What follows belongs to an exercise in optimizing a design on an open flow for a short achievable clock period and few clock cycles; a production flow would make more cautious choices.
No run shown here included a check of the RTL's function; only the layout flow was run.
Power and IR drop assume default switching activity.

$ cat flow/config.mk
export PLATFORM = sky130hd
export DESIGN_NAME = bsb_cksum_engine
export DESIGN_NICKNAME = bsb_cksum_engine
export VERILOG_FILES = /design/flow/design.v
export SDC_FILE = /design/flow/constraint.sdc
export NUM_CORES = 4
export LEC_CHECK = 0
export CAP_MARGIN = 20
export CORE_MARGIN = 2
export CORE_UTILIZATION = 40
export SLEW_MARGIN = 20
$ cat flow/constraint.sdc
create_clock -name core_clock -period 8.0 [get_ports {clk}]
set_input_delay 1.6000 -clock core_clock [delete_from_list [all_inputs] [get_ports {clk}]]
set_output_delay 1.6000 -clock core_clock [all_outputs]
set_load 0.01 [all_outputs]
$ cat flow/design.v
module bsb_cksum_engine (
    input  wire        clk,
    input  wire        rst,
    input  wire [7:0]  bus_addr,
    input  wire [7:0]  bus_wdata,
    input  wire        bus_we,
    output reg  [7:0]  bus_rdata,
    output wire [7:0]  status,
    output wire [15:0] cksum
);
    localparam [7:0] BUF_CAP = 8'd64;
    localparam [3:0] ERR_NONE     = 4'd0;
    localparam [3:0] ERR_OVERFLOW = 4'd6;
    localparam [3:0] ERR_BAD_OP   = 4'd8;
    localparam [3:0] OP_NOP  = 4'h0;
    localparam [3:0] OP_BSB  = 4'h2;
    localparam [3:0] OP_LPB  = 4'h3;
    localparam [3:0] OP_PPS  = 4'h4;
    localparam [1:0] PH_IDLE  = 2'd0;
    localparam [1:0] PH_EXEC  = 2'd1;
    localparam [1:0] PH_RUN   = 2'd2;
    localparam [1:0] PH_FINAL = 2'd3;
    reg [7:0]  txbuf [0:63];
    reg [7:0]  rxbuf [0:63];
    reg [7:0]  arg_q;
    reg [15:0] cksum_q;
    reg        busy_q, done_q, ok_q;
    reg [3:0]  err_q;
    reg [1:0]  phase_q;
    reg [7:0]  cmd_q;       
    reg [7:0]  n_q;         
    reg [6:0]  cnt_q;       
    reg [5:0]  idx_q;       
    reg [15:0] acc_q;       
    assign status = {err_q, 1'b0, ok_q, done_q, busy_q};
    assign cksum  = cksum_q;
    wire [3:0] cmd_op   = cmd_q[3:0];
    wire       cmd_bsel = cmd_q[4];
    wire host_wr   = bus_we && !busy_q;
    wire cmd_wr    = host_wr && (bus_addr == 8'h00);
    wire arg_wr    = host_wr && (bus_addr == 8'h01);
    wire tx_wr     = host_wr && (bus_addr[7:6] == 2'b01);
    wire rx_wr     = host_wr && (bus_addr[7:6] == 2'b10);
    always @(posedge clk) begin
        if (tx_wr) txbuf[bus_addr[5:0]] <= bus_wdata;
        if (rx_wr) rxbuf[bus_addr[5:0]] <= bus_wdata;
    end
    always @(*) begin
        case (bus_addr[7:6])
            2'b01: bus_rdata = txbuf[bus_addr[5:0]];
            2'b10: bus_rdata = rxbuf[bus_addr[5:0]];
            2'b00: begin
                case (bus_addr)
                    8'h01:   bus_rdata = arg_q;
                    8'h09:   bus_rdata = status;
                    8'h0B:   bus_rdata = cksum_q[7:0];
                    8'h0C:   bus_rdata = cksum_q[15:8];
                    default: bus_rdata = 8'h00;
                endcase
            end
            default: bus_rdata = 8'h00;
        endcase
    end
    wire [7:0] cur_byte = cmd_bsel ? rxbuf[idx_q] : txbuf[idx_q];
    function [15:0] crc16_byte;
        input [15:0] c;
        input [7:0]  b;
        integer k;
        reg [15:0] t;
        begin
            t = c ^ {b, 8'h00};
            for (k = 0; k < 8; k = k + 1)
                t = t[15] ? ((t << 1) ^ 16'h1021) : (t << 1);
            crc16_byte = t;
        end
    endfunction
    wire [15:0] acc_next = (cmd_op == OP_BSB) ? crc16_byte(acc_q, cur_byte)
                                              : acc_q + {8'h00, cur_byte};
    wire cmd_is_cksum = (cmd_op == OP_BSB) || (cmd_op == OP_LPB) || (cmd_op == OP_PPS);
    wire cmd_legal    = (cmd_q[7:5] == 3'b000) &&
                        (cmd_is_cksum || (cmd_q[4:0] == 5'h00));
    wire [6:0] n_bytes = (cmd_op == OP_LPB) ? ((n_q >= 8'd2) ? n_q[6:0] - 7'd1 : 7'd0)
                                            : n_q[6:0];
    wire [15:0] lpb_result = 16'h00FE - ({8'h00, n_q} * 16'd255) + acc_q;
    wire [15:0] pps_result = {8'h00, 8'h00 - acc_q[7:0]};
    always @(posedge clk) begin
        if (rst) begin
            arg_q   <= 8'h00;
            cksum_q <= 16'h0000;
            busy_q  <= 1'b0;
            done_q  <= 1'b0;
            ok_q    <= 1'b0;
            err_q   <= ERR_NONE;
            phase_q <= PH_IDLE;
            cmd_q   <= 8'h00;
            n_q     <= 8'h00;
            cnt_q   <= 7'd0;
            idx_q   <= 6'd0;
            acc_q   <= 16'h0000;
        end else begin
            if (arg_wr) arg_q <= bus_wdata;
            case (phase_q)
                PH_IDLE: begin
                    if (cmd_wr) begin
                        cmd_q   <= bus_wdata;
                        n_q     <= arg_q;
                        busy_q  <= 1'b1;
                        done_q  <= 1'b0;
                        ok_q    <= 1'b0;
                        err_q   <= ERR_NONE;
                        phase_q <= PH_EXEC;
                    end
                end
                PH_EXEC: begin
                    if (!cmd_legal) begin
                        err_q   <= ERR_BAD_OP;
                        busy_q  <= 1'b0;
                        done_q  <= 1'b1;
                        phase_q <= PH_IDLE;
                    end else if (cmd_op == OP_NOP) begin
                        ok_q    <= 1'b1;
                        busy_q  <= 1'b0;
                        done_q  <= 1'b1;
                        phase_q <= PH_IDLE;
                    end else if (n_q > BUF_CAP) begin
                        err_q   <= ERR_OVERFLOW;
                        busy_q  <= 1'b0;
                        done_q  <= 1'b1;
                        phase_q <= PH_IDLE;
                    end else begin
                        acc_q   <= 16'h0000;
                        idx_q   <= 6'd0;
                        cnt_q   <= n_bytes;
                        phase_q <= (n_bytes == 7'd0) ? PH_FINAL : PH_RUN;
                    end
                end
                PH_RUN: begin
                    acc_q <= acc_next;
                    idx_q <= idx_q + 6'd1;
                    cnt_q <= cnt_q - 7'd1;
                    if (cnt_q == 7'd1) phase_q <= PH_FINAL;
                end
                PH_FINAL: begin
                    case (cmd_op)
                        OP_BSB:  cksum_q <= acc_q;
                        OP_LPB:  cksum_q <= lpb_result;
                        default: cksum_q <= pps_result;
                    endcase
                    ok_q    <= 1'b1;
                    busy_q  <= 1'b0;
                    done_q  <= 1'b1;
                    phase_q <= PH_IDLE;
                end
            endcase
        end
    end
endmodule
$ cat flow/run.sh
#!/bin/bash
# synth_recipe.tcl (not shown) runs the flow's synth.tcl, then flattens the netlist and writes it again
# the make line also repeats each setting of config.mk as NAME=value (left out here)
make -C /OpenROAD-flow-scripts/flow DESIGN_CONFIG=/design/flow/config.mk WORK_HOME=/design/flow/orfs CLKGATE_MAP_FILE= SYNTH_SCRIPT=/design/flow/synth_recipe.tcl finish
==> results of run 1 <==
stage by stage:
| step | util, % | power (mW) | setup WS [ns] |
|---|---|---|---|
| 2_1_floorplan | - | 6.76 | 1.94 |
| 3_3_place_gp | 42.4 | 7.03 | 0.994 |
| 3_5_place_dp | 42.4 | 7.05 | 0.955 |
| 4_1_cts | 45.4 | 12.6 | 0.959 |
| 5_1_grt | 45.4 | 12.9 | 0.878 |
| 6_report | 45.4 | 12.6 | 0.923 |
registers in the layout (all words and copies together) (netlist names), named ones only:
signal   count
n_q          8
acc_q       16
rxbuf      512
cnt_q        7
cmd_q        8
txbuf      512
ok_q         1
done_q       1
cksum_q     16
busy_q       1
arg_q        8
idx_q        6
err_q        2
phase_q      1
synth_stat cells, types with 8 or more instances:
library cell,n
a211oi_1,11
a21oi_1,85
a22oi_1,53
buf_1,40
buf_2,33
buf_4,20
buf_6,14
clkbuf_1,98
dfxtp_1,82
edfxtp_1,1024
fa_1,44
ha_1,77
inv_1,96
mux2_2,8
mux2i_1,48
mux4_2,613
nand2_1,136
nand2b_1,11
nand3_1,42
nand4_1,15
nor2_1,213
nor2b_1,26
nor3_1,25
o21ai_0,51
o22ai_1,16
or3_1,11
xnor2_1,30
xor2_1,16
critical path: stages:
cell and delay, ns:
buf_8 0.44, buf_12 0.32, buf_12 0.21, mux4_2 0.52, mux4_2 0.64, mux4_2 0.61, a21oi_1 0.20, o22ai_1 0.24
clkdlybuf4s50_1 0.59
routing by layer:
| metal | GRT usage (%) | vias to the layer above |
|---|---|---|
| met5 | 0 | - |
| met4 | 8.71 | 12 |
| met3 | 4.95 | 347 |
| li1 | - | 12800 |
| met2 | 39.2 | 1955 |
| met1 | 31.8 | 17300 |
power breakdown:
part	leakage (nW)	internal, mW	switching [mW]
combinational	7.21	0.235	0.369
clock	1.94	3.33	2.32
sequential	9.87	6.32	0.00526
worst max-delay path by stage:
stage | start | end | depth (start not counted)
after floorplan | bus_addr[0] | bus_rdata[7] | 8
after global placement | bus_addr[0] | bus_rdata[0] | 9
after detailed placement | bus_addr[0] | bus_rdata[0] | 9
after CTS | bus_addr[0] | bus_rdata[0] | 9
after global routing | bus_addr[0] | bus_rdata[0] | 9
final | bus_addr[0] | bus_rdata[0] | 9
kinds of logic after synthesis:
kind of cell / Yosys count / share of synthesized area [%]
muxes: 674 / 26.4
DFF: 1106 / 59.0
other: 1 / 0.00683
xor gates and xnor gates: 49 / 0.834
buffers and inverters: 305 / 2.58
adders and majority gates: 121 / 3.36
AOI/OAI and AO/OA: 295 / 3.45
and+or+nand+nor: 522 / 4.31
layout make-up:
type                       count  area, um^2
clock buffer                 132        3040
inverter                      97         364
fill                       11500       74200
antenna                        1        2.50
timing repair buffer         157        1520
clock inverter                88         928
multi-input combinational   1663       21100
tap                         1781        2230
sequential                  1106       32400
==> summary.txt, run 1 <==
outcome=finished clean; CP Data Required Time=around 6.4 ns; vias in the first global route=between 30k and 40k; commonest non-fill, non-tap cell in the layout=edfxtp_1; Worst Tran Pin Value=around 1.2 ns; FP Rows=between 100 and 150; Cell Count, Final, Fillers Out=~5k; metal3 WL=~16000 um; RR Endpoint=acc_q[14]; Hold Crit Start=cmd_q[5]; Post-Syn Instances=slightly above 3k; Critical Path Sink Type=primary output; Hold Path Sink=cmd_q[5]; CP Launch Type=input port; PD cells=204 nW/um^2; Hold Slack=between 0.4 and 0.5 ns; Core ar.=around 140000 um^2; commonest non-fill, non-tap cells in the layout=edfxtp_1 (1024), mux4_2 (613), nor2_1 (190); Max Fclk=between 100 and 150 MHz; post-CTS setup buffer count=0; routed wl met2=between 80000 and 90000 um; DP Area=slightly below 60000 um^2; layout cell share with drive strength beyond 1=between 20 and 30%; max cap viols=0; Clock Skew=just over 0.03 ns; cells resized by post-CTS repair=0; die height=~370 um; area leader, netlist=edfxtp_1; Synth Register Bits=1106; GPL Wtd Cong=0.905; ys async rst share=0%; P_leak=19.0 nW; Final Cycle Share=around 88%; WS Path Type=input port to primary output; Vias=32.4k; RSZ-0062 raised after global routing=false; global-route wire length before repair=approximately 240000 um; Main synth FF type=edfxtp_1; Final Hold Vio Count=0; Num CTS Buffers=approximately 120; final wirelength=~170000 um; final setup vio count=0; Yosys top cell area share=56.0%; Skew-Pair Late Insertion Delay=0.74 ns; Synth warnings=1; fin nets=about 3.3k; register area share after synthesis=59.0%; largest net degree at the start of global routing=between 100 and 150; Die W=about 370 um; Finished Cell Area=approximately 60000 um^2; Worst Hold Class=flip-flop to flip-flop; min Tclk post-route=7.08 ns; initial antenna violation count=10; CTS max path bufs=3; Synth area leaders=edfxtp_1 (56%), mux4_2 (25%), dfxtp_1 (3.0%); clk root buf=clkbuf_16; area of the die=about 140000 um^2; met1 WL=between 60000 and 70000 um; Arr. time, crit path=about 5.5 ns; CTS tree=done; CP max FO=between 40 and 50; Max-slew headroom=a little under a fifth; Remaining DRCs=0; WL/cell=approximately 33 um; H-tree levels=3; Avg Cell Area, Syn=17.9 um^2; starting density of the core=40.4%; Routed Antenna Nets=0; fin. max-slew vios=0; GR Util All Layers=a little under a quarter; DRT Pass-1 Iters=8; routed vias/inst=roughly 6.5; number of synthesized flops with an enable pin=slightly above 1k; detailed placement HPWL=roughly 110000 um; Initial DRC Count=between 4k and 5k; R2R setup slack=between 1.5 and 2 ns; cell area after synthesis=54900 um^2; Inst Count DP=4803; Reg2Reg Depth=17; # clock sinks=1106; Setup TNS Final=0 ns; Ports=51; P&R area growth vs syn=12.3%; Top Metal Used=met5; cts hold-fix bufs=0; Hold Crit Depth=2; grt ovf=0; Yosys cell types=74; I/O Buffers=48; Max VDD drop=approximately 0.00017 V; clk slew on worst S/H paths=roughly 0.07 ns
==> inputs of run 2 (changes only) <==
--- a/flow/config.mk
+++ b/flow/config.mk
@@ -9,3 +9,5 @@
 export CORE_MARGIN = 2
 export CORE_UTILIZATION = 40
+export SETUP_SLACK_MARGIN = 3
 export SLEW_MARGIN = 20
+export TNS_END_PERCENT = 10
==> run 2 against run 1 <==
Still clean. Clock power decreased by 5.3%. Sequential cell count unchanged. Worst setup slack improved by 1.1 ns. First-iteration DRC count increased by 5.0%. Routed wire length increased by 5.2%. Core utilization increased by 0.95 points. Sequential power about the same. Hold slack got worse by 0.0059 ns. Critical endpoint is now bus_rdata[7]. Largest power group unchanged. Highest routed layer unchanged.
==> summary.txt, run 2 <==
outcome=finished clean; final wirelength=177000 um; global-route wire length before repair=between 200000 and 250000 um; Crit path buffers/inverters=4; Critical Path, Cell by Cell=buf_16 -> buf_12 -> buf_16 -> mux4_2 -> mux4_2 -> mux4_2 -> a22oi_2 -> nand3_2 -> buf_6; Vias=approximately 33k; Synth area leaders=edfxtp_1 (56%), mux4_2 (25%), dfxtp_1 (3.0%); R2R Path Start=n_q[2]; Hold Slack=0.460 ns; Avg Cell Area, Syn=17.9 um^2; commonest non-fill, non-tap cell in the layout=edfxtp_1; cell area after synthesis=between 50000 and 60000 um^2; I/O Buffers=48; CP Data Required Time=between 6 and 7 ns; most numerous cell in the Yosys netlist=edfxtp_1; die height=~370 um; final setup vio count=0; mux cell area share after synthesis=about a quarter; Max stage delay cell, worst path=mux4_2; grt met3 use=under 10%; H-tree levels=3; largest net degree at the start of global routing=95; RR Endpoint=cksum_q[12]; ys async rst share=0%; Synth warnings=1; Yosys top cell area share=56.0%; Clock Power Share=43.2%; CP delay by family, top=multiplexers; Hold Crit Start=cmd_q[5]; clk root buf=clkbuf_16; detailed placement HPWL=between 100000 and 150000 um; post-synthesis compound-gate area fraction=roughly 3.5%; Core ar.=between 100000 and 150000 um^2; CP most frequent cell=mux4_2; max cap viols=0; number of synthesized flops with an enable pin=approximately 1.0k; Arr. time, crit path=4.39 ns; routed vias/inst=6.50; grt met1 use=between 30% and 40%; Yosys cell types=between 70 and 80; P&R area growth vs syn=14.7%; met2 Use GR=39.2%; grt ovf=0; area leader, netlist=edfxtp_1; Switching Fraction=22.0%; area of the die=around 140000 um^2; largest family of logic cells by synthesized area=multiplexers; CP Launch Type=input port; Setup TNS Final=0 ns; FP Rows=about 140; XOR/XNOR share of the synthesized area=less than 1%; Die W=between 300 and 400 um; Clock Skew=~0.039 ns; vias in the first global route=approximately 33k; Max-slew headroom=~20%; Skew-Pair Late Insertion Delay=between 0.7 and 0.8 ns; fin nets=~3.3k; Critical Path Sink Type=primary output; Max VDD drop=~0.00017 V; Power Internal=between 9 and 10 mW; Main synth FF type=edfxtp_1; initial antenna violation count=9; GPL Wtd Cong=roughly 0.92; Final Cycle Share=about three quarters; fin. max-slew vios=0; Reg2Reg Depth=19; Synth Area in Adders=approximately 3.4%; cts hold-fix bufs=0; clk slew on worst S/H paths=0.06 ns; Power, Total=about 12 mW; CTS tree=done; Critical Path Sink=bus_rdata[7]; DRT Pass-1 Iters=6; CP max FO=6; min Tclk post-route=~6.0 ns; P_sw=approximately 2.7 mW; Worst Tran Pin Value=~1.2 ns; WS Path Type=input port to primary output; layout cell share with drive strength beyond 1=32.1%; P_leak=roughly 20 nW; GR Util All Layers=about a quarter; PD cells=196 nW/um^2; WL/cell=between 30 and 40 um; Fillers=roughly 11k; Final Hold Vio Count=0; Ports=51; Num CTS Buffers=approximately 120; commonest non-fill, non-tap cells in the layout=edfxtp_1 (1024), mux4_2 (613), nor2_1 (180); stages on the worst setup path=9; Worst Hold Class=flip-flop to flip-flop; register area share after synthesis=between 50% and 60%; # clock sinks=1106; R2R setup slack=approximately 2.4 ns; Max Fclk=~170 MHz; combinational power share=approximately 5.6%; grt peak-use layer=met2; synth cell count leaders=edfxtp_1 (1024), mux4_2 (613), nor2_1 (213), nand2_1 (136), clkbuf_1 (98); Routed Antenna Nets=0; Initial DRC Count=roughly 5k; critical path's largest stage delay=about 0.59 ns; Post-Syn Instances=~3.1k; RSZ-0062 raised after global routing=true; CTS max path bufs=3; Simple-Gate Fraction of Synth Area=4.31%; Remaining DRCs=0; Synth Register Bits=between 1k and 1.5k; sequential power share=approximately half; Crit. Startpoint=bus_addr[0]; starting density of the core=around two fifths
-- run 2: logic make-up (layout without fill, tap and decap cells) --
logic type | count (synthesis) | after routing
compound gates | 295 | 295
mux | 674 | 674
buf+inv | 305 | 526
xor+xnor | 49 | 49
simple gates | 522 | 522
other cells | 1 | 3
flops | 1106 | 1106
fa+ha+maj | 121 | 121
-- run 2: per-stage QoR --
stage	utilization (%)	cell area (um^2)	cells	setup WS, ns
after floorplan	-	55300	3074	2.67
after global placement	42.2	57400	4779	0.914
after detailed placement	42.3	57400	4781	0.881
after CTS	45.9	62300	5036	2.05
after global routing	46.3	62900	5076	1.99
final	46.3	62900	5077	2.01
-- run 2: how the worst min path moves through the flow --
| stage | to | slack [ns] | cells after the start |
|---|---|---|---|
| 6_report | cmd_q[5] | 0.46 | 2 |
| 3_3_place_gp | cmd_q[5] | 0.44 | 2 |
| 5_1_grt | cmd_q[6] | 0.49 | 2 |
| 3_5_place_dp | cmd_q[5] | 0.45 | 2 |
| 2_1_floorplan | cmd_q[7] | 0.43 | 2 |
| 4_1_cts | cmd_q[5] | 0.46 | 2 |
-- run 2: per-layer routing --
metal | wire length (um) | up-vias
li1 | - | 13000
met3 | 19500 | 339
met5 | 23 | -
met1 | 66100 | 17500
met2 | 83900 | 2159
met4 | 7440 | 4
-- run 2: cell type report --
| cell class | instances | area (um^2) | area share, % |
|---|---|---|---|
| diodes | 1 | 2.50 | 0.00398 |
| clock buffers | 141 | 3060 | 4.86 |
| clock inverters | 76 | 649 | 1.03 |
| inverters | 97 | 368 | 0.585 |
| multi-input cells | 1663 | 21400 | 34.0 |
| flip-flops and latches | 1106 | 32400 | 51.5 |
| well taps | 1781 | 2230 | 3.54 |
| repair buffers | 212 | 2820 | 4.48 |
-- run 2: power by group through the flow --
| stage | sequential (mW) | clock (mW) | combinational [mW] |
|---|---|---|---|
| after floorplan | 6.45 | 0 | 0.343 |
| after global placement | 6.45 | 0 | 0.598 |
| after detailed placement | 6.45 | 0 | 0.611 |
| after CTS | 6.32 | 5.39 | 0.691 |
| after global routing | 6.32 | 5.59 | 0.717 |
| final | 6.32 | 5.34 | 0.697 |
-- run 2: tightest hold or removal path, stage by stage (launching register included) --
cell and delay, ns:
dfxtp_1 0.31, nand2_1 0.05, a21oi_1 0.05
-- run 2: repair_timing --
action,CTS,global route
resized for setup,116,31
pin swaps,9,5
cloned,21,5
setup endpoints to repair,27,30
buffers inserted,17,31

[what the ideal ports hide]
How much do the figures lean on ideal ports? The routed layouts below were timed once more, with nothing changed but the port constraints.
Step 1: set_driving_cell puts a clkbuf_16 on clk and a buf_2 on each other input, an assumption about the parent block.
Step 2 adds t to the input delays and takes it off the output delays; t is the mean of the earliest and latest rising clock arrival at the registers after step 1. Input paths then give back, and output paths get back, about the clock's delay inside the block.
a / b / c = ideal ports / drivers / drivers and shift; a / b = the first two.
| run | t (ns) | setup slack, ns | hold WS [ns] | cell pins on the clock port's net |
|---|---|---|---|---|
| run 1 | 0.806 | 0.923 / 0.866 / 0.866 | 0.466 / 0.466 / 0.466 | 1 |
| run 2 | 0.805 | 2.010 / 1.470 / 1.470 | 0.460 / 0.460 / 0.460 | 1 |
After both steps setup and hold are still met in every run listed. For run 2, which loses most, drivers alone change the setup slack by -0.540 ns; drivers and shift together by -0.540 ns.
